This is an optimization exercise on Yosys and OpenROAD, whose aim is small area, a short achievable clock period and few clock cycles per item, not a production implementation. Only simulation tests tie the RTL to the original design; equivalence was not proved.

Design srt4_divider, start of the top module:
module srt4_divider (
    input  wire         clk,
    input  wire         rst,         
    input  wire         start,
    input  wire [95:0]  x,           
    input  wire [95:0]  y,           
    input  wire [6:0]   cmd,         
    output wire [7:0]   status,      
    output wire         done,
    output wire         err,
    output wire [95:0]  xn,
    output wire [6:0]   ex,
    output wire [95:0]  yn,
    output wire [6:0]   ey,
    output wire [95:0]  dapx,
    output wire [95:0]  q,
    output wire [95:0]  qs,
    output reg  [98:0]  digits,      
    output reg  [32:0]  defs         
);
Size: ~7100 cells after synthesis, about 590 flip-flops, ~840 I/O pins, about 51000 um2 of cells after synthesis.
==> flow/config.mk <==
export PLATFORM = sky130hd
export DESIGN_NAME = srt4_divider
export DESIGN_NICKNAME = srt4_divider
export VERILOG_FILES = /design/flow/design.v
export SDC_FILE = /design/flow/constraint.sdc
export NUM_CORES = 4
export LEC_CHECK = 0
export ABC_AREA = 1
export CAP_MARGIN = 20
export CORE_MARGIN = 2
export CORE_UTILIZATION = 50
export SETUP_SLACK_MARGIN = 4.5
export SLEW_MARGIN = 20
export TNS_END_PERCENT = 10
==> flow/constraint.sdc <==
create_clock -name core_clock -period 10.0 [get_ports {clk}]
set_input_delay 2.0000 -clock core_clock [delete_from_list [all_inputs] [get_ports {clk}]]
set_output_delay 2.0000 -clock core_clock [all_outputs]
set_load 0.01 [all_outputs]
standard.sh (not shown) runs the stock make flow with config.mk's settings and CLKGATE_MAP_FILE= SYNTH_SCRIPT=/design/flow/synth_recipe.tcl, a recipe that flattens the netlist after the stock synthesis.
==> flow/flow/run.sh <==
#!/bin/bash
# The standard layout (standard.sh, all steps), with one change: the
# buffers that buffer_ports puts on every input and output port are
# sky130_fd_sc_hd__buf_1 cells instead of the cell buffer_ports picks by
# itself (clkdlybuf4s50_1, a delay cell of 10 um2). Every port still gets
# its own buffer; the resizer may upsize it like any other cell.
set -euo pipefail
export BUFFER_PORTS_ARGS="-buffer_cell sky130_fd_sc_hd__buf_1"
bash standard.sh > standard.log 2>&1
The baseline completed without violations.
Testbench counts at the start, summed over its fixed seeds: cycles 33,224, items 2,400.
Rerun with:
- SETUP_SLACK_MARGIN: 4.5 -> 5
- TNS_END_PERCENT: 10 -> 2
The changed run finished with timing, DRC and antenna clean.
Maximum frequency fell slightly.
Non-clock buffer count shrinks by 7.
Count of clock-buffer cells in the layout climbs by 1.
Worst setup slack is worse by 21 ps.
Worst hold slack is better by 8.2 ps.
Via count is about the same.
Synthesized cell count does not change.
Synthesized area stays the same.
Global-route usage came out higher by 1.0 points.
Rerun with:
- TNS_END_PERCENT: 2 -> 10
Effect: Final area rises by 2.4%. Die area is unchanged. Synthesized cell count stays the same. Worst setup slack degrades by 69 ps. Cell count rises by 0.52%. Via count rises by 0.78%. Non-clock buffer count rises by 42. Flip-flop and latch count stays the same. Critical path depth stays the same. Clock skew stays flat.

## job 5218
Starting RTL as in the previous note.
clock: 10.0 ns
lec_check: 0
abc_area: 1
cap_margin: 20
core_margin: 2
core_utilization: 50
setup_slack_margin: 5
slew_margin: 20
tns_end_percent: 0
Scripts as last shown in full above: flow/flow/run.sh
Testbench counts of job 5218, summed over its fixed seeds: cycles 33,224, items 2,400.
Relative to job 5218, the following input files were edited for job 5395:
- a deleted TNS_END_PERCENT that had been 0
==> flow/run.sh (new file) <==
#!/bin/bash
# synth_recipe.tcl (not shown) runs the flow's synth.tcl, then flattens the netlist and writes it again
# the make line also repeats each setting of config.mk as NAME=value (left out here)
make -C /OpenROAD-flow-scripts/flow DESIGN_CONFIG=/design/flow/config.mk WORK_HOME=/design/flow/orfs CLKGATE_MAP_FILE= SYNTH_SCRIPT=/design/flow/synth_recipe.tcl finish
removed: flow/flow/run.sh
removed: flow/standard.sh
Findings:
Diff job 5395 and job 5218: wire length after detailed routing lower in job 5218
Side by side, quantity of gates resized following cts turned out higher in job 5395 than in job 5218.
Delta (job 5395 minus job 5218): count of clock-buffer cells in the layout went up by 3, total stage count of the critical path dropped 4.
## Diff of input files: job 3237 against job 5395
- putting TNS_END_PERCENT at 10 where nothing was set
- putting CTS_BUF_LIST at sky130_fd_sc_hd__clkbuf_8 where nothing was set
- putting PLACE_DENSITY at 0.7 where nothing was set
- swapping 50 for 55 in CORE_UTILIZATION
==> flow/flow/run.sh (new file) <==
#!/bin/bash
# The standard layout (standard.sh, all steps), with one change: the
# buffers that buffer_ports puts on every input and output port are
# sky130_fd_sc_hd__buf_1 cells instead of the cell buffer_ports picks by
# itself (clkdlybuf4s50_1, a delay cell of 10 um2). Every port still gets
# its own buffer; the resizer may upsize it like any other cell.
set -euo pipefail
export BUFFER_PORTS_ARGS="-buffer_cell sky130_fd_sc_hd__buf_1"
bash standard.sh > standard.log 2>&1
==> flow/standard.sh (new file) <==
#!/bin/bash
# synth_recipe.tcl (not shown) runs the flow's synth.tcl, then flattens the netlist and writes it again
# the make line also repeats each setting of config.mk as NAME=value (left out here)
make -C /OpenROAD-flow-scripts/flow DESIGN_CONFIG=/design/flow/config.mk WORK_HOME=/design/flow/orfs CLKGATE_MAP_FILE= SYNTH_SCRIPT=/design/flow/synth_recipe.tcl "${@:-finish}"
removed: flow/run.sh
### Flow results
Worst setup slack deteriorates in job 3237 relative to job 5395. Clock insertion delay at the later pin of the skew report, job 3237 and job 5395, lower one = job 5395. The met1 layer usage reported by global route of job 3237 is higher than that of job 5395. Job 3237 vs. job 5395: critical path depth decreased about 3.7%; number of antenna diodes increased 4. Comparing job 3237 and job 5395, headroom to the max-slew limit is higher on job 3237. Delta (job 3237 minus job 5395): shortest period the worst path allows went up by 270 ps, final design instance area without fill shrank by 15%.

## afterwards: timing with drivers on the ports
No port has a modelled driver above. Below, the same layouts with a new extraction and two added sets of constraints.
Step 1 sets driving cells, clkbuf_16 on the clock port and buf_2 on the other inputs (assumed; they add their load-dependent delay and slew).
Step 2, shift: input delay + t, output delay - t, t = (earliest + latest rising clock arrival at the registers) / 2. This alone moves slack from input paths to output paths.
Slacks: no drivers / after step 1 / after step 2; pairs: no drivers / after step 1.
| run | t, ns | setup slack, ns | worst setup path at the end | worst register clock-pin slew, ns | worst slew at a driven data input, ns |
|---|---|---|---|---|---|
| the first run of note 1 | 0.728 | 4.455 / 4.455 / 3.973 | input to register | 0.07 / 0.07 | 0.05 |
| the second run of note 1 | 0.724 | 4.435 / 4.435 / 3.834 | input to register | 0.07 / 0.07 | 0.06 |
| the third run of note 1 | 0.723 | 4.366 / 4.366 / 3.879 | input to register | 0.07 / 0.07 | 0.06 |
| job 5218 | 0.722 | 4.403 / 4.403 / 3.904 | input to register | 0.07 / 0.07 | 0.06 |
| job 5395 | 0.712 | 4.314 / 4.314 / 4.256 | input to register | 0.07 / 0.07 | 0.07 |
| job 3237 | 0.855 | 4.044 / 4.044 / 3.864 | input to register | 0.08 / 0.08 | 0.09 |
After both steps setup and hold are still met in every run listed. For the second run of note 1, which loses most, drivers alone change the setup slack by 0.000 ns; drivers and shift together by -0.601 ns.
